Source: an optimization exercise on an open RTL-to-GDS flow (aim: small area, a short achievable clock period and few clock cycles per item). Production flows keep margins and buffers that such runs may drop. At most, simulation tests tie the RTL to the original design; equivalence was not proved. The RTL of run 1 was laid out without a check of its function. No activity file was given, so power comes from the tool's default toggle rates.

### design/flow/config.mk
export PLATFORM = sky130hd
export DESIGN_NAME = babe_cls
export DESIGN_NICKNAME = babe_cls
export VERILOG_FILES = /design/flow/design.v
export SDC_FILE = /design/flow/constraint.sdc
export NUM_CORES = 4
export LEC_CHECK = 0
export CAP_MARGIN = 20
export CORE_MARGIN = 2
export CORE_UTILIZATION = 40
export CTS_CLUSTER_DIAMETER = 100
export CTS_CLUSTER_SIZE = 40
export PLACE_DENSITY = 0.6
export SLEW_MARGIN = 20
### design/flow/constraint.sdc
create_clock -name core_clock -period 11.0 [get_ports {clk}]
set_input_delay 2.2000 -clock core_clock [delete_from_list [all_inputs] [get_ports {clk}]]
set_output_delay 2.2000 -clock core_clock [all_outputs]
set_load 0.01 [all_outputs]
### design/flow/design.v
module babe_cls (
    input  wire        clk,
    input  wire        rst,
    input  wire        start,
    input  wire [7:0]  reg_w,        
    input  wire [7:0]  reg_h,        
    input  wire [15:0] maxgrad,
    output wire        busy,
    input  wire        pix_valid,
    input  wire [7:0]  pix_r,
    input  wire [7:0]  pix_g,
    input  wire [7:0]  pix_b,
    output wire        pix_ready,
    output reg  [1:0]  res_kind,     
    output reg  [7:0]  res_a1,
    output reg  [7:0]  res_a2,
    output reg  [2:0]  res_step,
    output wire [7:0]  avg_r,
    output wire [7:0]  avg_g,
    output wire [7:0]  avg_b
);
    reg        busy_r, rdy_r;
    reg        div;
    reg [2:0]  dcnt;
    reg [7:0]  wreg, hreg;
    reg [15:0] mg;
    reg [7:0]  col, row;
    reg        frst;          
    reg        v1;
    reg [7:0]  p1r, p1g, p1b;
    reg        v2, f2, ring2;
    reg [15:0] lx2, ly2;
    reg        v3, f3, ring3;
    reg [15:0] luma3;
    reg [15:0] rmin, rmax, imin, imax;
    reg        iempty;
    reg        edom;
    reg [23:0] sr, sg, sb;
    reg [15:0] npix;
    wire [7:0] wm1    = wreg - 8'd1;
    wire [7:0] hm1    = hreg - 8'd1;
    wire col_end = (col == wm1);
    wire row_end = (row == hm1);
    wire first   = frst;
    wire on_ring = (col == 8'd0) || (row == 8'd0) || col_end || row_end;
    wire t1 = p1r[4] ^ p1r[2];
    wire t2 = p1r[4] & p1r[2];
    wire t3 = p1r[5] ^ p1r[3] ^ p1r[2];
    wire t4 = (p1r[5] & p1r[3]) | (p1r[5] & p1r[2]) | (p1r[3] & p1r[2]);
    wire t5 = p1r[6] ^ p1r[4] ^ p1r[3];
    wire t6 = (p1r[6] & p1r[4]) | (p1r[6] & p1r[3]) | (p1r[4] & p1r[3]);
    wire t7 = p1r[0] ^ p1g[5];
    wire t8 = p1r[0] & p1g[5];
    wire t9 = p1r[7] ^ p1r[5] ^ p1r[4];
    wire t10 = (p1r[7] & p1r[5]) | (p1r[7] & p1r[4]) | (p1r[5] & p1r[4]);
    wire t11 = p1r[1] ^ p1g[6] ^ p1g[5];
    wire t12 = (p1r[1] & p1g[6]) | (p1r[1] & p1g[5]) | (p1g[6] & p1g[5]);
    wire t13 = p1g[3] ^ p1g[0];
    wire t14 = p1g[3] & p1g[0];
    wire t15 = p1r[6] ^ p1r[5] ^ p1r[2];
    wire t16 = (p1r[6] & p1r[5]) | (p1r[6] & p1r[2]) | (p1r[5] & p1r[2]);
    wire t17 = p1g[7] ^ p1g[6] ^ p1g[4];
    wire t18 = (p1g[7] & p1g[6]) | (p1g[7] & p1g[4]) | (p1g[6] & p1g[4]);
    wire t19 = p1r[7] ^ p1r[6] ^ p1r[3];
    wire t20 = (p1r[7] & p1r[6]) | (p1r[7] & p1r[3]) | (p1r[6] & p1r[3]);
    wire t21 = p1r[3] ^ p1r[1] ^ p1r[0];
    wire t22 = (p1r[3] & p1r[1]) | (p1r[3] & p1r[0]) | (p1r[1] & p1r[0]);
    wire t23 = p1r[1] ^ p1g[3] ^ p1g[2];
    wire t24 = (p1r[1] & p1g[3]) | (p1r[1] & p1g[2]) | (p1g[3] & p1g[2]);
    wire t25 = p1g[0] ^ p1b[4] ^ p1b[2];
    wire t26 = (p1g[0] & p1b[4]) | (p1g[0] & p1b[2]) | (p1b[4] & p1b[2]);
    wire t27 = p1g[4] ^ p1g[3] ^ p1g[1];
    wire t28 = (p1g[4] & p1g[3]) | (p1g[4] & p1g[1]) | (p1g[3] & p1g[1]);
    wire t29 = p1b[5] ^ p1b[3] ^ p1b[2];
    wire t30 = (p1b[5] & p1b[3]) | (p1b[5] & p1b[2]) | (p1b[3] & p1b[2]);
    wire t31 = p1b[1] ^ t2;
    wire t32 = p1b[1] & t2;
    wire t33 = p1g[4] ^ p1g[2] ^ p1b[6];
    wire t34 = (p1g[4] & p1g[2]) | (p1g[4] & p1b[6]) | (p1g[2] & p1b[6]);
    wire t35 = p1b[4] ^ p1b[3] ^ p1b[2];
    wire t36 = (p1b[4] & p1b[3]) | (p1b[4] & p1b[2]) | (p1b[3] & p1b[2]);
    wire t37 = t4 ^ t5 ^ t7;
    wire t38 = (t4 & t5) | (t4 & t7) | (t5 & t7);
    wire t39 = p1b[7] ^ p1b[5] ^ p1b[4];
    wire t40 = (p1b[7] & p1b[5]) | (p1b[7] & p1b[4]) | (p1b[5] & p1b[4]);
    wire t41 = p1b[3] ^ t6 ^ t8;
    wire t42 = (p1b[3] & t6) | (p1b[3] & t8) | (t6 & t8);
    wire t43 = t9 ^ t11 ^ t13;
    wire t44 = (t9 & t11) | (t9 & t13) | (t11 & t13);
    wire t45 = p1g[1] ^ p1b[6] ^ p1b[5];
    wire t46 = (p1g[1] & p1b[6]) | (p1g[1] & p1b[5]) | (p1b[6] & p1b[5]);
    wire t47 = p1b[4] ^ t10 ^ t12;
    wire t48 = (p1b[4] & t10) | (p1b[4] & t12) | (t10 & t12);
    wire t49 = t14 ^ t15 ^ t17;
    wire t50 = (t14 & t15) | (t14 & t17) | (t15 & t17);
    wire t51 = p1g[7] ^ p1g[5] ^ p1g[2];
    wire t52 = (p1g[7] & p1g[5]) | (p1g[7] & p1g[2]) | (p1g[5] & p1g[2]);
    wire t53 = p1b[7] ^ p1b[6] ^ p1b[5];
    wire t54 = (p1b[7] & p1b[6]) | (p1b[7] & p1b[5]) | (p1b[6] & p1b[5]);
    wire t55 = t16 ^ t18 ^ t19;
    wire t56 = (t16 & t18) | (t16 & t19) | (t18 & t19);
    wire t57 = p1r[7] ^ p1r[4] ^ p1g[6];
    wire t58 = (p1r[7] & p1r[4]) | (p1r[7] & p1g[6]) | (p1r[4] & p1g[6]);
    wire t59 = p1g[3] ^ p1b[7] ^ p1b[6];
    wire t60 = (p1g[3] & p1b[7]) | (p1g[3] & p1b[6]) | (p1b[7] & p1b[6]);
    wire t61 = p1r[2] ^ p1r[0] ^ p1g[1];
    wire t62 = (p1r[2] & p1r[0]) | (p1r[2] & p1g[1]) | (p1r[0] & p1g[1]);
    wire t63 = p1g[2] ^ p1g[1] ^ p1b[3];
    wire t64 = (p1g[2] & p1g[1]) | (p1g[2] & p1b[3]) | (p1g[1] & p1b[3]);
    wire t65 = p1b[1] ^ p1b[0];
    wire t66 = p1b[1] & p1b[0];
    wire t67 = p1b[1] ^ p1b[0] ^ t1;
    wire t68 = (p1b[1] & p1b[0]) | (p1b[1] & t1) | (p1b[0] & t1);
    wire t69 = t22 ^ t23 ^ t25;
    wire t70 = (t22 & t23) | (t22 & t25) | (t23 & t25);
    wire t71 = t3 ^ t24 ^ t26;
    wire t72 = (t3 & t24) | (t3 & t26) | (t24 & t26);
    wire t73 = t27 ^ t29 ^ t31;
    wire t74 = (t27 & t29) | (t27 & t31) | (t29 & t31);
    wire t75 = t28 ^ t30 ^ t32;
    wire t76 = (t28 & t30) | (t28 & t32) | (t30 & t32);
    wire t77 = t33 ^ t35 ^ t37;
    wire t78 = (t33 & t35) | (t33 & t37) | (t35 & t37);
    wire t79 = t34 ^ t36 ^ t38;
    wire t80 = (t34 & t36) | (t34 & t38) | (t36 & t38);
    wire t81 = t39 ^ t41 ^ t43;
    wire t82 = (t39 & t41) | (t39 & t43) | (t41 & t43);
    wire t83 = t40 ^ t42 ^ t44;
    wire t84 = (t40 & t42) | (t40 & t44) | (t42 & t44);
    wire t85 = t45 ^ t47 ^ t49;
    wire t86 = (t45 & t47) | (t45 & t49) | (t47 & t49);
    wire t87 = t46 ^ t48 ^ t50;
    wire t88 = (t46 & t48) | (t46 & t50) | (t48 & t50);
    wire t89 = t51 ^ t53 ^ t55;
    wire t90 = (t51 & t53) | (t51 & t55) | (t53 & t55);
    wire t91 = t20 ^ t52 ^ t54;
    wire t92 = (t20 & t52) | (t20 & t54) | (t52 & t54);
    wire t93 = t56 ^ t57 ^ t59;
    wire t94 = (t56 & t57) | (t56 & t59) | (t57 & t59);
    wire t95 = p1r[5] ^ p1g[7] ^ p1g[4];
    wire t96 = (p1r[5] & p1g[7]) | (p1r[5] & p1g[4]) | (p1g[7] & p1g[4]);
    wire t97 = p1b[7] ^ t58 ^ t60;
    wire t98 = (p1b[7] & t58) | (p1b[7] & t60) | (t58 & t60);
    wire t99 = p1g[0] ^ p1b[2];
    wire t100 = p1g[0] & p1b[2];
    wire t101 = t21 ^ t62 ^ t63;
    wire t102 = (t21 & t62) | (t21 & t63) | (t62 & t63);
    wire t103 = t64 ^ t66 ^ t67;
    wire t104 = (t64 & t66) | (t64 & t67) | (t66 & t67);
    wire t105 = t68 ^ t70 ^ t71;
    wire t106 = (t68 & t70) | (t68 & t71) | (t70 & t71);
    wire t107 = t72 ^ t74 ^ t75;
    wire t108 = (t72 & t74) | (t72 & t75) | (t74 & t75);
    wire t109 = t76 ^ t78 ^ t79;
    wire t110 = (t76 & t78) | (t76 & t79) | (t78 & t79);
    wire t111 = t80 ^ t82 ^ t83;
    wire t112 = (t80 & t82) | (t80 & t83) | (t82 & t83);
    wire t113 = t84 ^ t86 ^ t87;
    wire t114 = (t84 & t86) | (t84 & t87) | (t86 & t87);
    wire t115 = t88 ^ t90 ^ t91;
    wire t116 = (t88 & t90) | (t88 & t91) | (t90 & t91);
    wire t117 = t92 ^ t94 ^ t95;
    wire t118 = (t92 & t94) | (t92 & t95) | (t94 & t95);
    wire t119 = p1r[6] ^ p1g[5] ^ t96;
    wire t120 = (p1r[6] & p1g[5]) | (p1r[6] & t96) | (p1g[5] & t96);
    wire t121 = p1r[1] ^ p1g[0];
    wire t122 = p1r[1] & p1g[0];
    wire t123 = p1b[0] ^ t61 ^ t99;
    wire t124 = (p1b[0] & t61) | (p1b[0] & t99) | (t61 & t99);
    wire t125 = t65 ^ t100 ^ t101;
    wire t126 = (t65 & t100) | (t65 & t101) | (t100 & t101);
    wire t127 = t69 ^ t102 ^ t103;
    wire t128 = (t69 & t102) | (t69 & t103) | (t102 & t103);
    wire t129 = t73 ^ t104 ^ t105;
    wire t130 = (t73 & t104) | (t73 & t105) | (t104 & t105);
    wire t131 = t77 ^ t106 ^ t107;
    wire t132 = (t77 & t106) | (t77 & t107) | (t106 & t107);
    wire t133 = t81 ^ t108 ^ t109;
    wire t134 = (t81 & t108) | (t81 & t109) | (t108 & t109);
    wire t135 = t85 ^ t110 ^ t111;
    wire t136 = (t85 & t110) | (t85 & t111) | (t110 & t111);
    wire t137 = t89 ^ t112 ^ t113;
    wire t138 = (t89 & t112) | (t89 & t113) | (t112 & t113);
    wire t139 = t93 ^ t114 ^ t115;
    wire t140 = (t93 & t114) | (t93 & t115) | (t114 & t115);
    wire t141 = t97 ^ t116 ^ t117;
    wire t142 = (t97 & t116) | (t97 & t117) | (t116 & t117);
    wire t143 = t98 ^ t118 ^ t119;
    wire t144 = (t98 & t118) | (t98 & t119) | (t118 & t119);
    wire t145 = p1r[7] ^ p1g[6] ^ t120;
    wire t146 = (p1r[7] & p1g[6]) | (p1r[7] & t120) | (p1g[6] & t120);
    wire [15:0] lsx = {1'b0, p1g[7], t144, t142, t140, t138, t136, t134, t132, t130, t128, t126, t124, t122, p1b[1], p1r[0]};
    wire [15:0] lsy = {1'b0, t146, t145, t143, t141, t139, t137, t135, t133, t131, t129, t127, t125, t123, t121, p1b[0]};
    wire [15:0] cmin = ring3 ? rmin : imin;
    wire [15:0] cmax = ring3 ? rmax : imax;
    wire lt = luma3 < cmin;
    wire gt = luma3 > cmax;
    function [23:0] dstep(input [23:0] s, input [15:0] n);
        reg [17:0] t;
        begin
            t = {1'b0, s[23:7]} - {2'b0, n};
            dstep = {t[17] ? s[22:7] : t[15:0], s[6:0], ~t[17]};
        end
    endfunction
    wire [18:0] eddiff = {3'b0, rmax} + {2'b0, imin, 1'b0} - {3'b0, rmin} - {2'b0, imax, 1'b0};
    wire        ei_pos = imax > imin;
    wire        e_zero = (rmax == rmin);
    wire [16:0] lediff = {1'b0, rmin} + {1'b0, mg} - {1'b0, rmax};
    wire        e_le   = ~lediff[16];
    reg         one, smallr, wge;
    reg  [7:0]  xs;
    always @(posedge clk) begin
        p1r   <= pix_r;
        p1g   <= pix_g;
        p1b   <= pix_b;
        lx2   <= lsx;
        ly2   <= lsy;
        f2    <= first;
        ring2 <= on_ring;
        f3    <= f2;
        ring3 <= ring2 | div;
        if (div && dcnt == 3'd2)      luma3 <= imin;
        else if (div && dcnt == 3'd3) luma3 <= imax;
        else                          luma3 <= lx2 + ly2;
        one    <= (wreg == 8'd1) && (hreg == 8'd1);
        smallr <= (wreg <= 8'd4) && (hreg <= 8'd4);
        wge    <= (wreg >= hreg);
        xs     <= (wreg >= hreg) ? wreg : hreg;
        if (!busy_r) begin
            wreg <= reg_w;
            hreg <= reg_h;
            mg   <= maxgrad;
        end
        if (!busy_r) begin
            col  <= 8'd0;
            row  <= 8'd0;
            frst <= 1'b1;
        end else if (v1) begin
            frst <= 1'b0;
            if (col_end) begin
                col <= 8'd0;
                row <= row + 8'd1;
            end else begin
                col <= col + 8'd1;
            end
        end
        if (v1) begin
            sr   <= first ? {16'd0, p1r} : sr + {16'd0, p1r};
            sg   <= first ? {16'd0, p1g} : sg + {16'd0, p1g};
            sb   <= first ? {16'd0, p1b} : sb + {16'd0, p1b};
            npix <= first ? 16'd1 : npix + 16'd1;
        end else if (div) begin
            sr   <= dstep(sr, npix);
            sg   <= dstep(sg, npix);
            sb   <= dstep(sb, npix);
        end
        if (v3) begin
            if (ring3) begin
                if (lt || f3) rmin <= luma3;
                if (gt || f3) rmax <= luma3;
            end else begin
                if (lt || iempty) imin <= luma3;
                if (gt || iempty) imax <= luma3;
            end
        end
        if (v2 && f2)
            iempty <= 1'b1;
        else if (v3 && !ring3)
            iempty <= 1'b0;
        if (div && dcnt == 3'd2)
            edom <= ~iempty & ei_pos & ~eddiff[18];
        if (div && dcnt == 3'd7) begin
            if (one) begin
                res_kind <= 2'd0; res_step <= 3'd1;
            end else if (e_zero) begin
                res_kind <= 2'd0; res_step <= 3'd2;
            end else if (smallr && !edom && e_le) begin
                res_kind <= 2'd0; res_step <= 3'd4;
            end else begin
                res_kind <= wge ? 2'd1 : 2'd2; res_step <= 3'd5;
            end
            if (one || e_zero || (smallr && !edom && e_le)) begin
                res_a1 <= 8'd0;
                res_a2 <= 8'd0;
            end else begin
                res_a1 <= {1'b0, xs[7:1]};
                res_a2 <= {1'b0, xs[7:1]} + {7'd0, xs[0]};
            end
        end
        if (rst) begin
            busy_r <= 1'b0;
            rdy_r  <= 1'b0;
            v1     <= 1'b0;
            v2     <= 1'b0;
            v3     <= 1'b0;
            div    <= 1'b0;
        end else begin
            v1 <= pix_valid & rdy_r;
            v2 <= v1;
            v3 <= v2 | (div & (dcnt == 3'd2 || dcnt == 3'd3) & ~iempty);
            if (start && !busy_r) begin
                busy_r <= 1'b1;
                rdy_r  <= 1'b1;
            end
            if (v1 && col_end && row_end) begin
                rdy_r <= 1'b0;
                div   <= 1'b1;
                dcnt  <= 3'd0;
            end
            if (div) begin
                dcnt <= dcnt + 3'd1;
                if (dcnt == 3'd7) begin
                    div    <= 1'b0;
                    busy_r <= 1'b0;
                end
            end
        end
    end
    assign busy      = busy_r;
    assign pix_ready = rdy_r;
    assign avg_r     = sr[7:0];
    assign avg_g     = sg[7:0];
    assign avg_b     = sb[7:0];
endmodule
### design/flow/flow/run.sh
#!/bin/bash
set -euo pipefail
bash standard.sh SETUP_SLACK_MARGIN=7.5 finish > std_flow.log 2>&1
### design/flow/standard.sh
#!/bin/bash
# synth_recipe.tcl (not shown) runs the flow's synth.tcl, then flattens the netlist and writes it again
# the make line also repeats each setting of config.mk as NAME=value (left out here)
make -C /OpenROAD-flow-scripts/flow DESIGN_CONFIG=/design/flow/config.mk WORK_HOME=/design/flow/orfs CLKGATE_MAP_FILE= SYNTH_SCRIPT=/design/flow/synth_recipe.tcl "${@:-finish}"
==> reports/results.txt, run 1 <==
CP max-delay cell: edfxtp_1
Syn_area_per_cell: 10.2 um^2
Antenna violations before repair: 0
EDFF count, synth: 208
Row cnt: 86
Status: complete, no violations
DRT Wirelength: 55000 um
Worst hold slack: 0.370 ns
Synthesized instance count: 2198
Count leader, synth: inv_1
Final worst setup slack: 7.52 ns
Initial core utilization: 0.406
Top-area cell type share of the netlist area: 0.277
CTS tree: yes
Leakage: 10.6 nW
Synth top cells by count: inv_1 (265), edfxtp_1 (208), ha_1 (202)
Final Hold Fails: 0
Sequential share of the synthesized area: 0.374
First-pass GRT wire length: 88400 um
CTS root buf: clkbuf_16
TritonCTS Buffers: 18
H-tree depth: 1
Syn_nets: 2577
Post-synthesis mux area share: 0.0341
Yosys cell types: 79
Worst slack, placed: 7.25 ns
Adder-cell share of the synthesized area: 0.216
Worst-path maximum fanout: 3
Critical Path RT: 8.80 ns
I/O pin count: 107
Startpoint types: flop
Chip width: 241 um
Largest net degree at the start of global routing: 76
Fmax: 287 MHz
Synthesized area: 22500 um^2
Layout cells sized above 1: 0.0631
Clock slew at reported path FFs: 0.11 ns
DRT antenna net count: 0
Vias in the first global route: 16766
Clk_skew: 0.0211 ns
Max_slew headroom: 0.303
RSZ-0062 raised after global routing: yes
Top flop regs: sb x24, sg x24, sr x24
Buf/Inv on CP: 1
Largest family of logic cells by synthesized area: adder cells
Area grow syn2layout: 11.7%
DIE AREA: 58200 um^2
Worst Hold Class: flop to flop
Die Y: 241 um
Slew @ Worst Pin: 1.05 ns
Vias/cell: 5.42
Critical setup path kind: flop to output pin
Yosys top cell by area: edfxtp_1
GR Overflow Total: 0
CP Capture Type: output pin
Critical-path cell list: buf_2
PortBufs: 105
Main synth FF type: edfxtp_1
Initial drt markers: 995
Worst setup path start: sb[0]
Drt pass-1 iters: 5
Via count: 16511
Post-DP HPWL: 41500 um
Crit share post-route: 0.316
Core area: 55400 um^2
Max clock buf depth: 3
Placed instance area: 24300 um^2
Post-layout min period: 3.48 ns
# fillers: 5231
Hold_buf cts: 0
FF-to-FF Start: rmin[1]
Peak supply drop: 142 uV
Max Cap Viol: 0
Synth Area in Compound Gates: 0.139
Hold path startpoint: f2
PwrDens: 130 nW/um^2
GRT Overall Usage: 0.190
Clk sinks: 317
Max Slew Vio Count: 0
Async S/R FF share, synth: 0
Nets: 2666
# DRC: 0
Synth area leaders: edfxtp_1 (28%), ha_1 (11%), fa_1 (10%)
Simple-Gate Fraction of Synth Area: 0.122
Max incr delay on CP: 0.52 ns
YS warnings: 1
Clock Latency Late Sink: 0.56 ns
Placer Congestion: 0.868
Drt wl/cell: 18.1 um
# setup viols final: 0
Post-synthesis register bit count: 317
Top delay family on crit path: flip-flops
Ant diodes: 0
Setup TNS: 0 ns
Post-route cell area: 25200 um^2
Synth Area in XOR/XNOR: 0.0525
Arrival time worst endpoint: 1.28 ns
routing by layer:
| metal | part of all wire | vias up | global-route usage |
|---|---|---|---|
| li1 | - | 7989 | - |
| met1 | 0.46 | 8052 | 0.255 |
| met2 | 0.48 | 406 | 0.330 |
| met3 | 0.046 | 64 | 0.0207 |
| met4 | 0.021 | 0 | 0.0438 |
| met5 | 0 | - | 0 |
final timing paths:
path / to / depth (start not counted) / slack, ns
max: avg_b[0] / 1 / 7.52
min: f3 / 0 / 0.37
max reg2reg: edom / 11 / 7.60
min reg2reg: f3 / 0 / 0.37
power breakdown:
group	internal, mW	switching [mW]	total [mW]
logic	0.422	0.491	0.914
clock network	0.368	0.459	0.827
registers	1.41	0.109	1.52
cells in the final DEF (no fill, tap or decap), drive strengths merged, types with 38 or more instances in the layout:
cell / instances
nand3: 58
ha: 202
dfxtp: 109
o21ai: 80
nor2b: 38
buf: 54
nand2: 93
nor2: 131
fa: 117
edfxtp: 208
inv: 271
clkdlybuf4s50: 59
nor3: 48
a21o: 44
a21oi: 117
xor2: 45
xnor2: 90
mux2i: 62
stage by stage:
stage	total power [mW]	utilization	std cells
2_1_floorplan	2.20	-	2198
3_3_place_gp	2.43	0.438	2979
3_5_place_dp	2.46	0.438	2980
4_1_cts	3.30	0.451	3034
5_1_grt	3.49	0.454	3047
6_report	3.26	0.454	3047
logic make-up after synthesis:
kind of cell / count (synthesis)
multiplexers: 75
other: 1
AND/OR/NAND/NOR: 531
adder cells (fa/ha/maj): 319
buffers and inverters: 349
flip-flops: 317
AO/OA/AOI/OAI: 471
XOR/XNOR: 135
cell type report:
class	count	area (um^2)	share of cell area
Multi-Input combinational cell	1533	12800	0.509
Inverter	268	1010	0.0400
Clock buffer	21	483	0.0192
Sequential cell	317	8440	0.335
Clock inverter	11	164	0.00651
Timing Repair Buffer	149	1330	0.0528
Tap cell	748	936	0.0372
repair_timing:
item,in CTS,in global routing
cloned,0,1
setup endpoints to repair,92,69
gates resized for setup,92,15
pin swaps,1,4
setup buffers,22,10
==> run 2: changes to the inputs <==
--- a/design/flow/design.v
+++ b/design/flow/design.v
@@ -209,5 +209,5 @@
     wire        e_le   = ~lediff[16];
     reg         one, smallr, wge;
-    reg  [7:0]  xs;
+    wire [7:0]  xs = wge ? wreg : hreg;    
     always @(posedge clk) begin
         p1r   <= pix_r;
@@ -226,5 +226,4 @@
         smallr <= (wreg <= 8'd4) && (hreg <= 8'd4);
         wge    <= (wreg >= hreg);
-        xs     <= (wreg >= hreg) ? wreg : hreg;
         if (!busy_r) begin
             wreg <= reg_w;
==> design/flow/flow/run.sh (replaced) <==
#!/bin/bash
set -euo pipefail
bash standard.sh "BUFFER_PORTS_ARGS=-buffer_cell sky130_fd_sc_hd__buf_2" \
    SETUP_SLACK_MARGIN=7.2 finish > std_flow.log 2>&1
==> run 2 against run 1 <==
Die area decreased by 2.0%. Clock skew increased by 0.018 ns. Sequential share of layout area increased by 1.2 points. Fmax decreased by 4.6%. Total power decreased by 2.7%. First-iteration DRC count decreased by 6.8%. Highest routed layer unchanged.
==> reports/results.txt, run 2 <==
Placed instance area: 23100 um^2 (-4.7%)
Vias/cell: 5.37 (-0.86%)
Yosys cell types: 85 (+7.6%)
Reg-to-reg slack, setup: 7.36 ns (-0.24 ns)
Via count: 15666 (-5.1%)
Reg2Reg Depth: 12 (+1)
Setup TNS: 0 ns (unchanged)
Hold Path Depth: 0 (unchanged)
Peak supply drop: 97.2 uV (-31%)
Leakage: 10.2 nW (-4.1%)
Commonest non-fill, non-tap cell in the layout: inv_1
Post-synthesis register bit count: 309 (-2.5%)
# DRC: 0 (unchanged)
Fmax: 274 MHz (-4.6%)
Worst Hold Class: flop to flop
RSZ-0062 raised after global routing: no
Startpoint types: flop
PortBufs: 105 (unchanged)
Hold_buf cts: 0 (unchanged)
Top delay family on crit path: flip-flops
PwrDens: 133 nW/um^2 (+2.8%)
# setup viols final: 0 (unchanged)
Synthesized instance count: 2142 (-2.5%)
Arrival time worst endpoint: 1.45 ns (+0.17 ns)
Clock slew at reported path FFs: 0.12 ns (about the same)
Die Y: 239 um (-1.0%)
First-pass GRT wire length: 83300 um (-5.8%)
Post-route cell area: 23800 um^2 (-5.4%)
Drt pass-1 iters: 5 (unchanged)
Max clock buf depth: 3 (unchanged)
Top flop regs: sb x24, sg x24, sr x24
TritonCTS Buffers: 18 (unchanged)
Clk_skew: 0.0395 ns (+0.0184 ns)
Area grow syn2layout: 7.90%
Post-CTS Repair Setup Buffers: 0 (-100%)
Syn_nets: 2521 (-2.2%)
Drt wl/cell: 17.9 um (-0.93%)
Synthesized area: 22100 um^2 (-2.1%)
Slew @ Worst Pin: 1.11 ns (+0.0650 ns)
Status: complete, no violations
Layout cells sized above 1: 0.0863 (+0.0233)
GRT Overall Usage: 0.183 (-0.00746)
CP Capture Type: output pin
Syn_area_per_cell: 10.3 um^2 (+0.49%)
Initial drt markers: 927 (-6.8%)
Critical-path cell list: buf_2
Max Slew Vio Count: 0 (unchanged)
Main synth FF type: edfxtp_1
EDFF count, synth: 208 (unchanged)
Largest net degree at the start of global routing: 73 (-3.9%)
Reg2reg end: edom
Post-DP HPWL: 39900 um (-4.0%)
Worst setup path start: busy_r
Critical setup path kind: flop to output pin
Vias in the first global route: 15618 (-6.8%)
Chip width: 239 um (-1.0%)
DIE AREA: 57000 um^2 (-2.0%)
Placer Congestion: 0.852 (-1.8%)
FF-to-FF Start: rmin[1]
Core area: 54800 um^2 (-1.2%)
Worst path depth: 1 (unchanged)
Max Cap Viol: 0 (unchanged)
Most frequent cells in the layout: inv_1 (262), edfxtp_1 (208), ha_1 (202), nor2_1 (156), a21oi_1 (130)
Sequential share of the synthesized area: 0.375 (+0.000656)
Async S/R FF share, synth: 0 (unchanged)
Clock Latency Late Sink: 0.56 ns (about the same)
Initial core utilization: 0.403 (-0.00373)
Post-layout min period: 3.65 ns (+0.169 ns)
Ant diodes: 0 (unchanged)
Yosys top cell by area: edfxtp_1
Synth area leaders: edfxtp_1 (28%), ha_1 (11%), fa_1 (11%)
CP max-delay cell: dfxtp_1
Nets: 2579 (-3.3%)
H-tree depth: 1 (unchanged)
Row cnt: 86 (unchanged)
Final Hold Fails: 0 (unchanged)
Worst-path maximum fanout: 14 (+11)
Count leader, synth: inv_1
Antenna violations before repair: 0 (unchanged)
GR Overflow Total: 0 (unchanged)
Clk sinks: 309 (-2.5%)
DRT Wirelength: 52200 um (-5.2%)
Critical Path RT: 8.80 ns (about the same)
Hold path startpoint: f2
DRT antenna net count: 0 (unchanged)
CTS tree: yes
CTS root buf: clkbuf_16
Hold EP: f3
Top-area cell type share of the netlist area: 0.283 (+0.00587)
Max incr delay on CP: 0.65 ns (+0.13 ns)
Synth top cells by count: inv_1 (262), edfxtp_1 (208), ha_1 (202)
I/O pin count: 107 (unchanged)
Crit share post-route: 0.332 (+0.0153)
Buf/Inv on CP: 1 (unchanged)
YS warnings: 1 (unchanged)
Max_slew headroom: 0.251 (-0.0527)
## run 2: repair_timing
action	in CTS	in global routing
resized for setup	1	2
endpoints found under the setup margin	1	2
endpoints found under the hold margin	0	0
## run 2: how the worst max path moves through the flow
| stage | endpoint | slack [ns] |
|---|---|---|
| 2_1_floorplan | imax[0] | 7.42 |
| 3_3_place_gp | edom | 7.21 |
| 3_5_place_dp | edom | 7.18 |
| 4_1_cts | edom | 7.27 |
| 5_1_grt | edom | 7.20 |
| 6_report | busy | 7.35 |
## run 2: logic make-up (layout without fill, tap and decap cells)
| group | after synthesis | after routing | synth area share |
|---|---|---|---|
| AND/OR/NAND/NOR | 512 | 512 | 0.116 |
| multiplexers | 74 | 74 | 0.0341 |
| adder cells (fa/ha/maj) | 319 | 319 | 0.221 |
| flip-flops | 309 | 309 | 0.375 |
| buffers and inverters | 343 | 413 | 0.0643 |
| AO/OA/AOI/OAI | 429 | 429 | 0.129 |
| XOR/XNOR | 155 | 155 | 0.0615 |
| other | 1 | 1 | 0.000170 |
## run 2: per-stage QoR
stage | worst slack, ns | total power [mW] | utilization | hold slack (ns) | cells
3_3_place_gp | 7.21 | 2.37 | 0.422 | 0.354 | 2882
5_1_grt | 7.20 | 3.39 | 0.435 | 0.388 | 2916
3_5_place_dp | 7.18 | 2.40 | 0.422 | 0.353 | 2882
2_1_floorplan | 7.42 | 2.16 | - | 0.331 | 2142
4_1_cts | 7.27 | 3.20 | 0.434 | 0.372 | 2914
6_report | 7.35 | 3.17 | 0.435 | 0.376 | 2916
## run 2: metal layers
layer	wire length (um)	up-vias	part of all wire	GRT usage
met5	0	-	0	0
li1	-	7629	-	-
met1	24400	7647	0.47	0.249
met3	2210	57	0.042	0.0237
met2	24400	333	0.47	0.308
met4	1160	0	0.022	0.0443
## run 2: power breakdown
group	total (mW)	switching (mW)	internal (mW)
clock network	0.803	0.458	0.345
registers	1.50	0.121	1.38
logic	0.870	0.464	0.406
total	3.17	1.04	2.13
## run 2: final cells by class
class / instances / area, um^2
Clock buffer: 20 / 479
Timing Repair Buffer: 117 / 636
Fill cell: 5187 / 31000
Multi-Input combinational cell: 1490 / 12400
Inverter: 264 / 991
Sequential cell: 309 / 8270
Tap cell: 704 / 881
Clock inverter: 12 / 156
Testbench counts of run 2, summed over its fixed seeds: cycles 80,123, regions 1,280.
==> run 3: changes to the inputs <==
==> design/flow/flow/run.sh (replaced) <==
#!/bin/bash
set -euo pipefail
bash standard.sh "BUFFER_PORTS_ARGS=-buffer_cell sky130_fd_sc_hd__buf_2" \
    SETUP_SLACK_MARGIN=7.5 finish > std_flow.log 2>&1
==> run 3 against run 2 <==
Non-clock buffer count rose by 12. Die area did not move. Still clean. Combinational power rose by 0.6%. Synthesized cell count did not move. Clock power barely moved. Sequential share of layout area fell by 0.21 points. First-iteration DRC count rose by 1.2%. Clock skew fell by 0.0020 ns. Core utilization rose by 0.28 points. Highest routed layer unchanged. Critical path type unchanged. Count of clock-buffer cells in the layout did not move. Largest power group unchanged. Design area rose by 0.65%.
==> reports/results.txt, run 3 <==
Status: complete, no violations
EDFF count, synth: 208 (unchanged)
H-tree depth: 1 (unchanged)
Peak supply drop: 96.7 uV (-0.51%)
Max clock buf depth: 3 (unchanged)
Core area: 54800 um^2 (unchanged)
Post-DP HPWL: 39900 um (unchanged)
Total Power: 3.18 mW (about the same)
DIE AREA: 57000 um^2 (unchanged)
Placed instance area: 23100 um^2 (unchanged)
Commonest non-fill, non-tap cell in the layout: inv_1
Top-area cell type share of the netlist area: 0.283 (unchanged)
Startpoint types: flop
Layout cells sized above 1: 0.0949 (+0.00853)
CP Capture Type: output pin
Sequential share of the synthesized area: 0.375 (unchanged)
Initial core utilization: 0.403 (unchanged)
Nets: 2591 (+0.47%)
Synth Area in Compound Gates: 0.129 (unchanged)
Most frequent cells in the layout: inv_1 (261), edfxtp_1 (208), ha_1 (202), nor2_1 (156), a21oi_1 (130)
Largest net degree at the start of global routing: 73 (unchanged)
Multi-input logic area: 12400 um^2 (+0.38%)
Arrival time worst endpoint: 1.26 ns (-0.19 ns)
Vias/cell: 5.38 (about the same)
Max Slew Vio Count: 0 (unchanged)
Syn_nets: 2521 (unchanged)
Simple-Gate Fraction of Synth Area: 0.116 (unchanged)
Area grow syn2layout: 8.60%
I/O pin count: 107 (unchanged)
Placer Congestion: 0.852 (unchanged)
First-pass GRT wire length: 83500 um (+0.15%)
Clk sinks: 309 (unchanged)
PortBufs: 105 (unchanged)
GRT Overall Usage: 0.183 (+0.000301)
Clk_skew: 0.0375 ns (-0.00202 ns)
Chip width: 239 um (unchanged)
Post-layout min period: 3.46 ns (-0.191 ns)
Synth Area in XOR/XNOR: 0.0615 (unchanged)
TritonCTS Buffers: 18 (unchanged)
Clock Latency Late Sink: 0.56 ns (about the same)
Drt pass-1 iters: 5 (unchanged)
Yosys top cell by area: edfxtp_1
Async S/R FF share, synth: 0 (unchanged)
Reg-to-reg slack, setup: 7.60 ns (+0.24 ns)
Via count: 15746 (+0.51%)
Max Cap Viol: 0 (unchanged)
Sequential Area: 8280 um^2 (about the same)
Ant diodes: 0 (unchanged)
Yosys cell types: 85 (unchanged)
Antenna violations before repair: 0 (unchanged)
Final Hold Fails: 0 (unchanged)
Final core utilization: 0.437 (+0.00281)
Post-route cell area: 24000 um^2 (+0.65%)
Post-synthesis register bit count: 309 (unchanged)
Adder-cell share of the synthesized area: 0.221 (unchanged)
# DRC: 0 (unchanged)
Critical setup path kind: flop to output pin
Largest family of logic cells by synthesized area: adder cells
RSZ-0062 raised after global routing: yes
# fillers: 5184 (-0.058%)
Leakage: 10.3 nW (+0.64%)
Slew @ Worst Pin: 1.06 ns (-0.0545 ns)
CTS tree: yes
Synth top cells by count: inv_1 (262), edfxtp_1 (208), ha_1 (202)
# setup viols final: 0 (unchanged)
Count leader, synth: inv_1
GR Overflow Total: 0 (unchanged)
Clock slew at reported path FFs: 0.12 ns (about the same)
Synthesized instance count: 2142 (unchanged)
Setup TNS: 0 ns (unchanged)
Syn_area_per_cell: 10.3 um^2 (unchanged)
CTS root buf: clkbuf_16
Worst Hold Class: flop to flop
Worst-path maximum fanout: 3 (-11)
Worst slack, placed: 7.18 ns (unchanged)
Max_slew headroom: 0.294 (+0.0431)
Initial drt markers: 938 (+1.2%)
DRT Wirelength: 52600 um (+0.82%)
Top delay family on crit path: flip-flops
DRT antenna net count: 0 (unchanged)
Critical Path RT: 8.80 ns (about the same)
YS warnings: 1 (unchanged)
Main synth FF type: edfxtp_1
Die Y: 239 um (unchanged)
Post-synthesis mux area share: 0.0341 (unchanged)
Crit share post-route: 0.314 (-0.0174)
Top flop regs: sb x24, sg x24, sr x24
Row cnt: 86 (unchanged)
Synth area leaders: edfxtp_1 (28%), ha_1 (11%), fa_1 (11%)
Critical-path cell list: buf_2
Vias in the first global route: 15639 (+0.13%)
Fmax: 289 MHz (+5.5%)
Hold_buf cts: 0 (unchanged)
Final worst setup slack: 7.54 ns (+0.191 ns)
Buf/Inv on CP: 1 (unchanged)
Drt wl/cell: 18.0 um (+0.41%)
Synthesized area: 22100 um^2 (unchanged)
Max incr delay on CP: 0.50 ns (-0.15 ns)
PwrDens: 133 nW/um^2 (-0.56%)
CP max-delay cell: edfxtp_1
-- run 3: worst paths after layout --
kind,depth (start not counted),endpoint,start
setup / recovery,1,avg_r[6],sr[6]
hold / removal,0,f3,f2
hold reg to reg,0,f3,f2
setup reg to reg,12,edom,imax[0]
-- run 3: metal layers --
layer  global-route usage  share of wire
met5                    0              0
met4               0.0447          0.023
met3               0.0237          0.041
met2                0.308           0.47
met1                0.250           0.47
-- run 3: cell type report --
| class | instances | share of cell area |
|---|---|---|
| Sequential cell | 309 | 0.346 |
| Multi-Input combinational cell | 1490 | 0.519 |
| Clock buffer | 20 | 0.0200 |
| Clock inverter | 12 | 0.00653 |
| Timing Repair Buffer | 129 | 0.0308 |
| Tap cell | 704 | 0.0368 |
| Inverter | 264 | 0.0414 |
-- run 3: where the power goes --
part           switching, mW  total, mW  leakage, nW  internal (mW)
clock                  0.456      0.801        0.307          0.345
combinational          0.468      0.875         7.19          0.407
sequential             0.120       1.50         2.76           1.38
total                   1.04       3.18         10.3           2.13
-- run 3: logic make-up (layout without fill, tap and decap cells) --
logic type | Yosys count | after routing
buf+inv | 343 | 425
mux | 74 | 74
simple gates | 512 | 512
flops | 309 | 309
other cells | 1 | 1
fa+ha+maj | 319 | 319
xor+xnor | 155 | 155
compound gates | 429 | 429
-- run 3: timing repair --
action,CTS,global route
gates resized for setup,6,12
setup buffers,3,9
setup endpoints to repair,3,38
pin swaps,0,7
-- run 3: per-stage QoR --
step,hold slack [ns],instances
2_1_floorplan,0.331,2142
3_3_place_gp,0.354,2882
3_5_place_dp,0.353,2882
4_1_cts,0.372,2917
5_1_grt,0.388,2928
6_report,0.376,2928
==> run 4: changes to the inputs <==
==> design/flow/flow/run.sh (replaced) <==
#!/bin/bash
set -euo pipefail
bash standard.sh "BUFFER_PORTS_ARGS=-buffer_cell sky130_fd_sc_hd__buf_2" \
    "CTS_ARGS=-sink_clustering_enable -repair_clock_nets -sink_clustering_size 40 -sink_clustering_max_diameter 100 -distance_between_buffers 1000 -branching_point_buffers_distance 1000" \
    SETUP_SLACK_MARGIN=7.5 finish > std_flow.log 2>&1
==> run 4 against run 3 <==
Clock power barely moved. Non-clock buffer count unchanged. Combinational power barely moved. Synthesized cell count did not move. Critical path type unchanged. Sequential cell count unchanged. Hold slack is the same. Core utilization unchanged. Sequential share of layout area stayed put. Critical endpoint unchanged. Register-to-register slack about the same.
==> reports/results.txt, run 4 <==
Status: complete, no violations
Yosys top cell by area: edfxtp_1
Hold Path Depth: 0 (unchanged)
Combinational power share: 0.275 (about the same)
GRT Overall Usage: 0.183 (unchanged)
Reg2reg end: edom
Ant diodes: 0 (unchanged)
Critical-path cell list: buf_2
Startpoint types: flop
Peak supply drop: 96.7 uV (unchanged)
Post-layout min period: 3.46 ns (unchanged)
Switching Power: 1.04 mW (unchanged)
Commonest non-fill, non-tap cell in the layout: inv_1
Die Y: 239 um (unchanged)
Total Power: 3.18 mW (unchanged)
Nets: 2591 (unchanged)
Clk_skew: 0.0375 ns (unchanged)
Post-synthesis register bit count: 309 (unchanged)
Critical setup path kind: flop to output pin
CTS tree: yes
Main synth FF type: edfxtp_1
Vias in the first global route: 15639 (unchanged)
Top flop regs: sb x24, sg x24, sr x24
Top-area cell type share of the netlist area: 0.283 (unchanged)
H-tree depth: 1 (unchanged)
Clock Latency Late Sink: 0.56 ns (about the same)
Final Hold Fails: 0 (unchanged)
Switch share: 0.329 (unchanged)
Buf/Inv on CP: 1 (unchanged)
Async S/R FF share, synth: 0 (unchanged)
Clock slew at reported path FFs: 0.12 ns (about the same)
Setup TNS: 0 ns (unchanged)
Synthesized instance count: 2142 (unchanged)
GR Overflow Total: 0 (unchanged)
Max incr delay on CP: 0.50 ns (about the same)
Seq pwr share: 0.472 (about the same)
Synth top cells by count: inv_1 (262), edfxtp_1 (208), ha_1 (202)
Clk pwr share: 0.252 (about the same)
Row cnt: 86 (unchanged)
Worst Hold Class: flop to flop
Synth area leaders: edfxtp_1 (28%), ha_1 (11%), fa_1 (11%)
Max clock buf depth: 3 (unchanged)
Critical Path RT: 8.80 ns (about the same)
YS warnings: 1 (unchanged)
Via count: 15746 (unchanged)
Clk sinks: 309 (unchanged)
Placer Congestion: 0.852 (unchanged)
Vias/cell: 5.38 (unchanged)
Max Slew Vio Count: 0 (unchanged)
Hold EP: f3
Top delay family on crit path: flip-flops
DRT antenna net count: 0 (unchanged)
Syn_area_per_cell: 10.3 um^2 (unchanged)
CP Capture Type: output pin
Initial core utilization: 0.403 (unchanged)
CP max-delay cell: edfxtp_1
Reg2Reg Depth: 12 (unchanged)
First-pass GRT wire length: 83500 um (unchanged)
Leakage: 10.3 nW (unchanged)
Max_slew headroom: 0.294 (unchanged)
Area grow syn2layout: 8.60% (unchanged)
RSZ-0062 raised after global routing: yes
Drt wl/cell: 18.0 um (unchanged)
PortBufs: 105 (unchanged)
TritonCTS Buffers: 18 (unchanged)
Worst-path maximum fanout: 3 (unchanged)
Reg-to-reg slack, setup: 7.60 ns (about the same)
Count leader, synth: inv_1
Max Cap Viol: 0 (unchanged)
Fmax: 289 MHz (unchanged)
Initial drt markers: 938 (unchanged)
Antenna violations before repair: 0 (unchanged)
Sequential share of the synthesized area: 0.375 (unchanged)
Post-route cell area: 24000 um^2 (unchanged)
DRT Wirelength: 52600 um (unchanged)
Chip width: 239 um (unchanged)
Yosys cell types: 85 (unchanged)
Hold_buf cts: 0 (unchanged)
Internal: 2.13 mW (unchanged)
Drt pass-1 iters: 5 (unchanged)
CTS root buf: clkbuf_16
FF-to-FF Start: imax[0]
Post-DP HPWL: 39900 um (unchanged)
# setup viols final: 0 (unchanged)
Arrival time worst endpoint: 1.26 ns (about the same)
Core area: 54800 um^2 (unchanged)
Slew @ Worst Pin: 1.06 ns (unchanged)
Synthesized area: 22100 um^2 (unchanged)
# DRC: 0 (unchanged)
Syn_nets: 2521 (unchanged)
Most frequent cells in the layout: inv_1 (261), edfxtp_1 (208), ha_1 (202), nor2_1 (156), a21oi_1 (130)
EDFF count, synth: 208 (unchanged)
Layout cells sized above 1: 0.0949 (unchanged)
PwrDens: 133 nW/um^2 (unchanged)
Placed instance area: 23100 um^2 (unchanged)
Hold path startpoint: f2
I/O pin count: 107 (unchanged)
Largest net degree at the start of global routing: 73 (unchanged)
DIE AREA: 57000 um^2 (unchanged)
Crit share post-route: 0.314 (unchanged)
[run 4: stage by stage]
step | setup WS (ns) | utilization | hold slack (ns) | std cells
3_5_place_dp | 7.18 | 0.422 | 0.353 | 2882
6_report | 7.54 | 0.437 | 0.376 | 2928
3_3_place_gp | 7.21 | 0.422 | 0.354 | 2882
5_1_grt | 7.47 | 0.437 | 0.388 | 2928
4_1_cts | 7.47 | 0.435 | 0.372 | 2917
2_1_floorplan | 7.42 | - | 0.331 | 2142
[run 4: cell families (layout without fill, tap and decap cells)]
group / Yosys count / count (layout) / synth area share
AND/OR/NAND/NOR: 512 / 512 / 0.116
AO/OA/AOI/OAI: 429 / 429 / 0.129
buffers and inverters: 343 / 425 / 0.0643
adder cells (fa/ha/maj): 319 / 319 / 0.221
flip-flops: 309 / 309 / 0.375
XOR/XNOR: 155 / 155 / 0.0615
multiplexers: 74 / 74 / 0.0341
other: 1 / 1 / 0.000170
[run 4: power groups by stage]
| stage | Combinational [mW] | Clock [mW] | Sequential, mW |
|---|---|---|---|
| global route | 1.01 | 0.865 | 1.52 |
| detailed placement | 0.872 | 0 | 1.53 |
| finish | 0.875 | 0.801 | 1.50 |
| floorplan | 0.690 | 0 | 1.47 |
| global placement | 0.848 | 0 | 1.52 |
| CTS | 0.879 | 0.826 | 1.50 |
[run 4: worst max-delay path by stage]
stage	start	to	cells past startpoint	slack [ns]
global placement	rmin[1]	edom	12	7.21
floorplan	ring3	imax[0]	12	7.42
global route	imax[0]	edom	12	7.47
CTS	rmin[1]	edom	12	7.47
detailed placement	rmin[1]	edom	12	7.18
finish	sr[6]	avg_r[6]	1	7.54
[run 4: final cells by class]
type / count / area, um^2
fill: 5184 / 30800
multi-input combinational: 1490 / 12400
sequential: 309 / 8280
inverter: 264 / 991
tap: 704 / 881
timing repair buffer: 129 / 738
clock buffer: 20 / 479
clock inverter: 12 / 156
[run 4: routing by layer]
metal | track usage | share of wire
met1 | 0.250 | 0.47
met2 | 0.308 | 0.47
met3 | 0.0237 | 0.041
met4 | 0.0447 | 0.023
met5 | 0 | 0
[run 4: what timing repair did]
action / 4_1_cts / 5_1_grt
cloned: 0 / 0
buffers inserted: 3 / 9
endpoints found under the setup margin: 3 / 38
gates resized for setup: 6 / 12
pin swaps: 0 / 7
==> run 5: changes to the inputs <==
--- a/design/flow/design.v
+++ b/design/flow/design.v
@@ -27,5 +27,5 @@
     reg [7:0]  col, row;
     reg        frst;          
-    reg        v1;
+    reg        v1, f1, ring1, last1;
     reg [7:0]  p1r, p1g, p1b;
     reg        v2, f2, ring2;
@@ -38,10 +38,10 @@
     reg [23:0] sr, sg, sb;
     reg [15:0] npix;
-    wire [7:0] wm1    = wreg - 8'd1;
-    wire [7:0] hm1    = hreg - 8'd1;
-    wire col_end = (col == wm1);
-    wire row_end = (row == hm1);
-    wire first   = frst;
-    wire on_ring = (col == 8'd0) || (row == 8'd0) || col_end || row_end;
+    wire       take    = pix_valid & rdy_r;
+    wire [7:0] wm1     = wreg - 8'd1;
+    wire [7:0] hm1     = hreg - 8'd1;
+    wire       col_end = (col == wm1);
+    wire       row_end = (row == hm1);
+    wire       on_ring = (col == 8'd0) || (row == 8'd0) || col_end || row_end;
     wire t1 = p1r[4] ^ p1r[2];
     wire t2 = p1r[4] & p1r[2];
@@ -209,13 +209,17 @@
     wire        e_le   = ~lediff[16];
     reg         one, smallr, wge;
-    wire [7:0]  xs = wge ? wreg : hreg;    
+    wire [7:0]  xs     = wge ? wreg : hreg;    
+    wire        leaf   = one | e_zero | (smallr & ~edom & e_le);
     always @(posedge clk) begin
         p1r   <= pix_r;
         p1g   <= pix_g;
         p1b   <= pix_b;
+        f1    <= frst;
+        ring1 <= on_ring;
+        last1 <= col_end & row_end;
         lx2   <= lsx;
         ly2   <= lsy;
-        f2    <= first;
-        ring2 <= on_ring;
+        f2    <= f1;
+        ring2 <= ring1;
         f3    <= f2;
         ring3 <= ring2 | div;
@@ -235,5 +239,5 @@
             row  <= 8'd0;
             frst <= 1'b1;
-        end else if (v1) begin
+        end else if (take) begin
             frst <= 1'b0;
             if (col_end) begin
@@ -245,8 +249,8 @@
         end
         if (v1) begin
-            sr   <= first ? {16'd0, p1r} : sr + {16'd0, p1r};
-            sg   <= first ? {16'd0, p1g} : sg + {16'd0, p1g};
-            sb   <= first ? {16'd0, p1b} : sb + {16'd0, p1b};
-            npix <= first ? 16'd1 : npix + 16'd1;
+            sr   <= f1 ? {16'd0, p1r} : sr + {16'd0, p1r};
+            sg   <= f1 ? {16'd0, p1g} : sg + {16'd0, p1g};
+            sb   <= f1 ? {16'd0, p1b} : sb + {16'd0, p1b};
+            npix <= f1 ? 16'd1 : npix + 16'd1;
         end else if (div) begin
             sr   <= dstep(sr, npix);
@@ -270,20 +274,8 @@
             edom <= ~iempty & ei_pos & ~eddiff[18];
         if (div && dcnt == 3'd7) begin
-            if (one) begin
-                res_kind <= 2'd0; res_step <= 3'd1;
-            end else if (e_zero) begin
-                res_kind <= 2'd0; res_step <= 3'd2;
-            end else if (smallr && !edom && e_le) begin
-                res_kind <= 2'd0; res_step <= 3'd4;
-            end else begin
-                res_kind <= wge ? 2'd1 : 2'd2; res_step <= 3'd5;
-            end
-            if (one || e_zero || (smallr && !edom && e_le)) begin
-                res_a1 <= 8'd0;
-                res_a2 <= 8'd0;
-            end else begin
-                res_a1 <= {1'b0, xs[7:1]};
-                res_a2 <= {1'b0, xs[7:1]} + {7'd0, xs[0]};
-            end
+            res_kind <= leaf ? 2'd0 : (wge ? 2'd1 : 2'd2);
+            res_step <= one ? 3'd1 : e_zero ? 3'd2 : leaf ? 3'd4 : 3'd5;
+            res_a1   <= leaf ? 8'd0 : {1'b0, xs[7:1]};
+            res_a2   <= leaf ? 8'd0 : {1'b0, xs[7:1]} + {7'd0, xs[0]};
         end
         if (rst) begin
@@ -295,5 +287,5 @@
             div    <= 1'b0;
         end else begin
-            v1 <= pix_valid & rdy_r;
+            v1 <= take;
             v2 <= v1;
             v3 <= v2 | (div & (dcnt == 3'd2 || dcnt == 3'd3) & ~iempty);
@@ -302,8 +294,9 @@
                 rdy_r  <= 1'b1;
             end
-            if (v1 && col_end && row_end) begin
+            if (take && col_end && row_end)
                 rdy_r <= 1'b0;
-                div   <= 1'b1;
-                dcnt  <= 3'd0;
+            if (v1 && last1) begin
+                div  <= 1'b1;
+                dcnt <= 3'd0;
             end
             if (div) begin
==> design/flow/flow/run.sh (replaced) <==
#!/bin/bash
set -euo pipefail
bash standard.sh "BUFFER_PORTS_ARGS=-buffer_cell sky130_fd_sc_hd__buf_2" \
    SETUP_SLACK_MARGIN=7.5 finish > std_flow.log 2>&1
==> run 5 against run 4 <==
Setup slack better by 0.018 ns. Critical path depth stayed put. Non-clock buffer count is 10 lower. Clock power is 17% higher. Via count is 1.2% higher. Synthesized cell count is 1.1% higher. Sequential cell count is 3 higher.
==> reports/results.txt, run 5 <==
Status: complete, no violations
Max clock buf depth: 3 (unchanged)
Layout cells sized above 1: 0.0876 (-0.00726)
Clock Latency Late Sink: 0.57 ns (about the same)
GR Overflow Total: 0 (unchanged)
Die Y: 239 um (+0.28%)
EDFF count, synth: 208 (unchanged)
Post-DP HPWL: 40800 um (+2.5%)
Syn_nets: 2546 (+0.99%)
Arrival time worst endpoint: 1.24 ns (-0.02 ns)
Setup TNS: 0 ns (unchanged)
FF-to-FF Start: rmin[5]
Switch share: 0.334 (+0.00527)
Max_slew headroom: 0.330 (+0.0368)
Crit share post-route: 0.313 (-0.00164)
Final Hold Fails: 0 (unchanged)
Synthesized instance count: 2166 (+1.1%)
TritonCTS Buffers: 20 (+2)
Largest net degree at the start of global routing: 71 (-2.7%)
Syn_area_per_cell: 10.2 um^2 (-0.55%)
DIE AREA: 57400 um^2 (+0.55%)
Peak supply drop: 104 uV (+7.6%)
Antenna violations before repair: 1 (+1)
Leakage: 10.4 nW (+1.2%)
Fmax: 291 MHz (+0.52%)
Main synth FF type: edfxtp_1
Clk sinks: 312 (+0.97%)
Initial core utilization: 0.403 (+0.000677)
Clk_skew: 0.0329 ns (-0.00453 ns)
Count leader, synth: inv_1
Clock slew at reported path FFs: 0.11 ns (about the same)
Hold path startpoint: ring1
I/O pin count: 107 (unchanged)
Area grow syn2layout: 9.00%
Synthesized area: 22200 um^2 (+0.56%)
Reg-to-reg slack, setup: 7.64 ns (+0.04 ns)
Placer Congestion: 0.868 (+1.9%)
Vias in the first global route: 15874 (+1.5%)
Critical setup path kind: flop to output pin
Max Slew Vio Count: 0 (unchanged)
Worst Hold Class: flop to flop
Max incr delay on CP: 0.49 ns (about the same)
Post-layout min period: 3.44 ns (-0.0180 ns)
# setup viols final: 0 (unchanged)
Hold Path Depth: 0 (unchanged)
DRT antenna net count: 0 (unchanged)
Vias/cell: 5.34 (-0.73%)
Most frequent cells in the layout: inv_1 (249), edfxtp_1 (208), ha_1 (203), nor2_1 (150), a21oi_1 (129)
Switching Power: 1.12 mW (+6.8%)
Synth top cells by count: inv_1 (250), edfxtp_1 (208), ha_1 (203)
Buf/Inv on CP: 1 (unchanged)
Hold EP: ring2
Critical Path RT: 8.80 ns (about the same)
Synth area leaders: edfxtp_1 (28%), ha_1 (11%), fa_1 (11%)
Ant diodes: 0 (unchanged)
H-tree depth: 1 (unchanged)
Slew @ Worst Pin: 1.00 ns (-0.0513 ns)
Row cnt: 86 (unchanged)
CP Capture Type: output pin
Initial drt markers: 1028 (+9.6%)
Reg2Reg Depth: 11 (-1)
PortBufs: 105 (unchanged)
Core area: 55000 um^2 (+0.39%)
Seq pwr share: 0.453 (-0.019)
Top-area cell type share of the netlist area: 0.282 (-0.00158)
Final core utilization: 0.440 (+0.00234)
Drt pass-1 iters: 5 (unchanged)
CTS tree: yes
First-pass GRT wire length: 86200 um (+3.3%)
Async S/R FF share, synth: 0 (unchanged)
Yosys cell types: 74 (-13%)
Worst-path maximum fanout: 4 (+1)
DRT Wirelength: 54100 um (+2.8%)
PwrDens: 138 nW/um^2 (+4.2%)
Top flop regs: sb x24, sg x24, sr x24
Critical-path cell list: buf_2
Clk pwr share: 0.280 (+0.028)
CP max-delay cell: edfxtp_1
CTS root buf: clkbuf_16
Top delay family on crit path: flip-flops
Post-synthesis register bit count: 312 (+0.97%)
Sequential share of the synthesized area: 0.375 (+0.000614)
Startpoint types: flop
Chip width: 239 um (+0.28%)
Combinational power share: 0.267 (-0.008)
Nets: 2603 (+0.46%)
Via count: 15935 (+1.2%)
Max Cap Viol: 0 (unchanged)
Hold_buf cts: 0 (unchanged)
GRT Overall Usage: 0.188 (+0.00518)
RSZ-0062 raised after global routing: yes
# DRC: 0 (unchanged)
Drt wl/cell: 18.1 um (+0.88%)
Commonest non-fill, non-tap cell in the layout: inv_1
Internal: 2.22 mW (+4.3%)
Reg2reg end: res_a2[7]
Yosys top cell by area: edfxtp_1
YS warnings: 1 (unchanged)
==> run 5: cell count changes after synthesis, sizes merged, moves of 6 or more <==
cell	change
o22ai	+7
nor2	-6
xnor2	-6
clkbuf	+6
xor2	+9
inv	-12
nand2	+16
a21oi	-6
o211ai	+6
o31ai	+6
==> run 5: cell type report <==
type	instances	area, um^2
fillers	5284	30800
clock inverters	15	267
clock buffers	21	526
flip-flops and latches	312	8340
multi-input cells	1519	12500
well taps	748	936
repair buffers	119	631
inverters	251	942
==> run 5: routing by layer <==
metal  vias up  wire, um  part of all wire  global-route usage
met3        75      2350             0.043              0.0226
met5         -        13           0.00024                   0
li1       7726         -                 -                   -
met4         2      1360             0.025              0.0470
met2       351     25900              0.48               0.321
met1      7781     24500              0.45               0.254
==> run 5: power by group through the flow <==
stage | sequential (mW) | combinational (mW) | clock [mW]
after global placement | 1.54 | 0.867 | 0
final | 1.51 | 0.893 | 0.935
after detailed placement | 1.54 | 0.895 | 0
after CTS | 1.51 | 0.902 | 0.961
after floorplan | 1.48 | 0.706 | 0
after global routing | 1.53 | 1.03 | 1.00
==> run 5: metrics by stage <==
| step | cells | hold WS, ns | instance area (um^2) | worst slack, ns | total power [mW] |
|---|---|---|---|---|---|
| 2_1_floorplan | 2166 | 0.310 | 22200 | 7.70 | 2.19 |
| 3_3_place_gp | 2943 | 0.321 | 23300 | 7.34 | 2.40 |
| 3_5_place_dp | 2943 | 0.319 | 23300 | 7.30 | 2.43 |
| 4_1_cts | 2980 | 0.349 | 24100 | 7.47 | 3.37 |
| 5_1_grt | 2985 | 0.355 | 24200 | 7.46 | 3.56 |
| 6_report | 2985 | 0.345 | 24200 | 7.56 | 3.34 |
==> run 5: logic make-up after synthesis <==
| kind of cell | share of synthesized area |
|---|---|
| adders and majority gates | 0.220 |
| xor gates and xnor gates | 0.0627 |
| and+or+nand+nor | 0.118 |
| AOI/OAI and AO/OA | 0.129 |
| buffers and inverters | 0.0611 |
| DFF | 0.375 |
| other | 0.000169 |
| muxes | 0.0333 |
==> run 5: timing repair <==
action / 4_1_cts / 5_1_grt
buffers inserted: 1 / 5
resized for setup: 4 / 9
pin swaps: 0 / 1
setup endpoints to repair: 84 / 53
==> run 5: worst max path at each step <==
stage,start,endpoint,slack (ns),cells after the start
finish,sg[1],avg_g[1],7.56,1
global route,p1g[0],sg[22],7.46,11
CTS,rmin[5],res_a2[7],7.47,11
detailed placement,rmin[5],res_a2[7],7.30,11
global placement,rmin[5],res_a2[7],7.34,11
floorplan,rmin[5],res_a1[2],7.70,13
Testbench counts of run 5, summed over its fixed seeds: cycles 80,123, regions 1,280.
==> run 6: changes to the inputs <==
--- a/design/flow/config.mk
+++ b/design/flow/config.mk
@@ -10,5 +10,5 @@
 export CORE_UTILIZATION = 40
 export CTS_CLUSTER_DIAMETER = 100
-export CTS_CLUSTER_SIZE = 40
+export CTS_CLUSTER_SIZE = 30
 export PLACE_DENSITY = 0.6
 export SLEW_MARGIN = 20
==> run 6 against run 5 <==
First-iteration DRC count decreased by 3.0%. Hold slack worse by 0.0048 ns. Non-clock buffer count did not move. Highest routed layer unchanged.
==> reports/results.txt, run 6 <==
Drt wl/cell: 18.1 um (about the same)
RSZ-0062 raised after global routing: yes
Synthesized area: 22200 um^2 (unchanged)
I/O pin count: 107 (unchanged)
Max_slew headroom: 0.334 (+0.00375)
Clock Latency Late Sink: 0.57 ns (about the same)
Core area: 55000 um^2 (unchanged)
Clk_skew: 0.0282 ns (-0.00472 ns)
First-pass GRT wire length: 86200 um (unchanged)
Switching Power: 1.12 mW (+0.58%)
PortBufs: 105 (unchanged)
Placed Cells incl. Taps: 2943 (unchanged)
CP max-delay cell: edfxtp_1
Max clock buf depth: 3 (unchanged)
Vias in the first global route: 15900 (+0.16%)
Max Slew Vio Count: 0 (unchanged)
EDFF count, synth: 208 (unchanged)
PwrDens: 138 nW/um^2 (-0.39%)
Total Power: 3.33 mW (-0.39%)
Non-Filler Instances: 2987 (+0.067%)
Initial core utilization: 0.403 (unchanged)
Buf/Inv on CP: 1 (unchanged)
DRT antenna net count: 0 (unchanged)
Post-route cell area: 24200 um^2 (about the same)
Max incr delay on CP: 0.49 ns (about the same)
Largest net degree at the start of global routing: 71 (unchanged)
Placer Congestion: 0.868 (unchanged)
GRT Overall Usage: 0.188 (-0.000301)
Crit share post-route: 0.314 (+0.000975)
Clk sinks: 312 (unchanged)
# setup viols final: 0 (unchanged)
CTS tree: yes
Post-synthesis register bit count: 312 (unchanged)
Final Hold Fails: 0 (unchanged)
Synth area leaders: edfxtp_1 (28%), ha_1 (11%), fa_1 (11%)
GR Overflow Total: 0 (unchanged)
YS warnings: 1 (unchanged)
DIE AREA: 57400 um^2 (unchanged)
Critical Path RT: 8.80 ns (about the same)
Hold_buf cts: 0 (unchanged)
Syn_nets: 2546 (unchanged)
Via count: 15984 (+0.31%)
Post-DP HPWL: 40800 um (unchanged)
Arrival time worst endpoint: 1.25 ns (about the same)
Slew @ Worst Pin: 0.999 ns (-0.00563 ns)
Post-layout min period: 3.45 ns (+0.0107 ns)
Drt pass-1 iters: 5 (unchanged)
Max Cap Viol: 0 (unchanged)
Worst Hold Class: flop to flop
Worst hold slack: 0.340 ns (-0.00482 ns)
Ant diodes: 0 (unchanged)
Row cnt: 86 (unchanged)
Top flop regs: sb x24, sg x24, sr x24
Main synth FF type: edfxtp_1
Layout cells sized above 1: 0.0871 (-0.000525)
Area grow syn2layout: 8.99% (about the same)
Sequential share of the synthesized area: 0.375 (unchanged)
Reg-to-reg slack, setup: 7.64 ns (about the same)
Seq pwr share: 0.454 (about the same)
Async S/R FF share, synth: 0 (unchanged)
Startpoint types: flop
Yosys top cell by area: edfxtp_1
Peak supply drop: 106 uV (+1.7%)
Placed instance area: 23300 um^2 (unchanged)
Antenna violations before repair: 1 (unchanged)
Initial drt markers: 997 (-3.0%)
Worst-path maximum fanout: 4 (unchanged)
CP Capture Type: output pin
Critical setup path kind: flop to output pin
Leakage: 10.4 nW (about the same)
Vias/cell: 5.35 (+0.24%)
Nets: 2604 (+0.038%)
Most frequent cells in the layout: inv_1 (249), edfxtp_1 (208), ha_1 (203), nor2_1 (150), a21oi_1 (129)
Synth top cells by count: inv_1 (250), edfxtp_1 (208), ha_1 (203)
Die Y: 239 um (unchanged)
Clk pwr share: 0.277 (-0.003)
Commonest non-fill, non-tap cell in the layout: inv_1
Internal: 2.21 mW (-0.89%)
# DRC: 0 (unchanged)
Syn_area_per_cell: 10.2 um^2 (unchanged)
H-tree depth: 1 (unchanged)
Critical-path cell list: buf_2
Status: complete, no violations
Yosys cell types: 74 (unchanged)
CTS root buf: clkbuf_16
Switch share: 0.337 (+0.00328)
DRT Wirelength: 54200 um (+0.15%)
Setup TNS: 0 ns (unchanged)
Fmax: 290 MHz (-0.31%)
Top-area cell type share of the netlist area: 0.282 (unchanged)
Combinational power share: 0.269 (+0.002)
Top delay family on crit path: flip-flops
Clock slew at reported path FFs: 0.10 ns (about the same)
Count leader, synth: inv_1
Chip width: 239 um (unchanged)
Synthesized instance count: 2166 (unchanged)
TritonCTS Buffers: 21 (+5.0%)
-- run 6: repair_timing --
item                       4_1_cts  5_1_grt
buffers inserted                 1        5
gates resized for setup          4        8
setup endpoints to repair       84       50
pin swaps                        0        1
-- run 6: area by class of cell --
class	count	area, um^2
clock buffers	22	529
repair buffers	119	631
well taps	748	936
clock inverters	16	262
fillers	5287	30800
multi-input cells	1519	12500
flip-flops and latches	312	8340
inverters	251	942
-- run 6: worst paths after layout --
kind,start,end,cells after the start
worst min register to register,ring1,ring2,0
worst max register to register,rmax[7],edom,13
worst min-delay path,ring1,ring2,0
worst max-delay path,sg[1],avg_g[1],1
-- run 6: through the flow --
stage / util / setup slack [ns]
after floorplan: - / 7.70
after global placement: 0.424 / 7.34
after detailed placement: 0.424 / 7.30
after CTS: 0.438 / 7.48
after global routing: 0.440 / 7.46
final: 0.440 / 7.55
-- run 6: per-layer routing --
| layer | global-route usage | part of all wire | vias up |
|---|---|---|---|
| met4 | 0.0428 | 0.022 | 2 |
| met5 | 0 | 0.00024 | - |
| li1 | - | - | 7735 |
| met1 | 0.253 | 0.45 | 7806 |
| met3 | 0.0248 | 0.045 | 70 |
| met2 | 0.322 | 0.48 | 371 |
-- run 6: cells by family after synthesis --
group,after synthesis,share of synthesized area
simple gates,522,0.118
buf+inv,335,0.0611
xor+xnor,158,0.0627
other cells,1,0.000169
mux,73,0.0333
flops,312,0.375
compound gates,445,0.129
fa+ha+maj,320,0.220
-- run 6: power groups by stage --
stage               combinational (mW)  sequential, mW  clock, mW
floorplan                        0.706            1.48          0
global placement                 0.867            1.54          0
detailed placement               0.895            1.54          0
CTS                              0.901            1.51      0.947
global route                      1.03            1.53      0.987
finish                           0.895            1.51      0.920

-- what the ideal ports hide --
The results above use ideal ports. As a check the final layouts listed here were re-extracted and re-timed, cells and wires unchanged. Step 1 sets driving cells, clkbuf_16 on the clock port and buf_2 on the other inputs (assumed; they add their load-dependent delay and slew). Step 2, shift: input delay + t, output delay - t, t = (earliest + latest rising clock arrival at the registers) / 2. This alone moves slack from input paths to output paths. Three values: ideal ports, drivers, drivers and shift; two values: the first two.
run	t (ns)	setup WS [ns]	worst setup path at the end	slew at the worst register clock pin (ns)	worst slew at a driven data input, ns
run 1	0.599	7.521 / 7.468 / 7.491	input to register	0.11 / 0.11	0.09
run 2	0.599	7.353 / 7.297 / 7.358	register to register	0.12 / 0.12	0.07
run 3	0.597	7.544 / 7.488 / 7.602	register to register	0.12 / 0.12	0.07
run 4	0.597	7.544 / 7.488 / 7.602	register to register	0.12 / 0.12	0.07
run 5	0.617	7.562 / 7.502 / 7.437	input to register	0.12 / 0.12	0.08
run 6	0.619	7.551 / 7.491 / 7.431	input to register	0.11 / 0.11	0.08
After both steps every run listed still meets setup and hold. For run 5, which loses most, drivers alone change the setup slack by -0.060 ns; drivers and shift together by -0.125 ns.
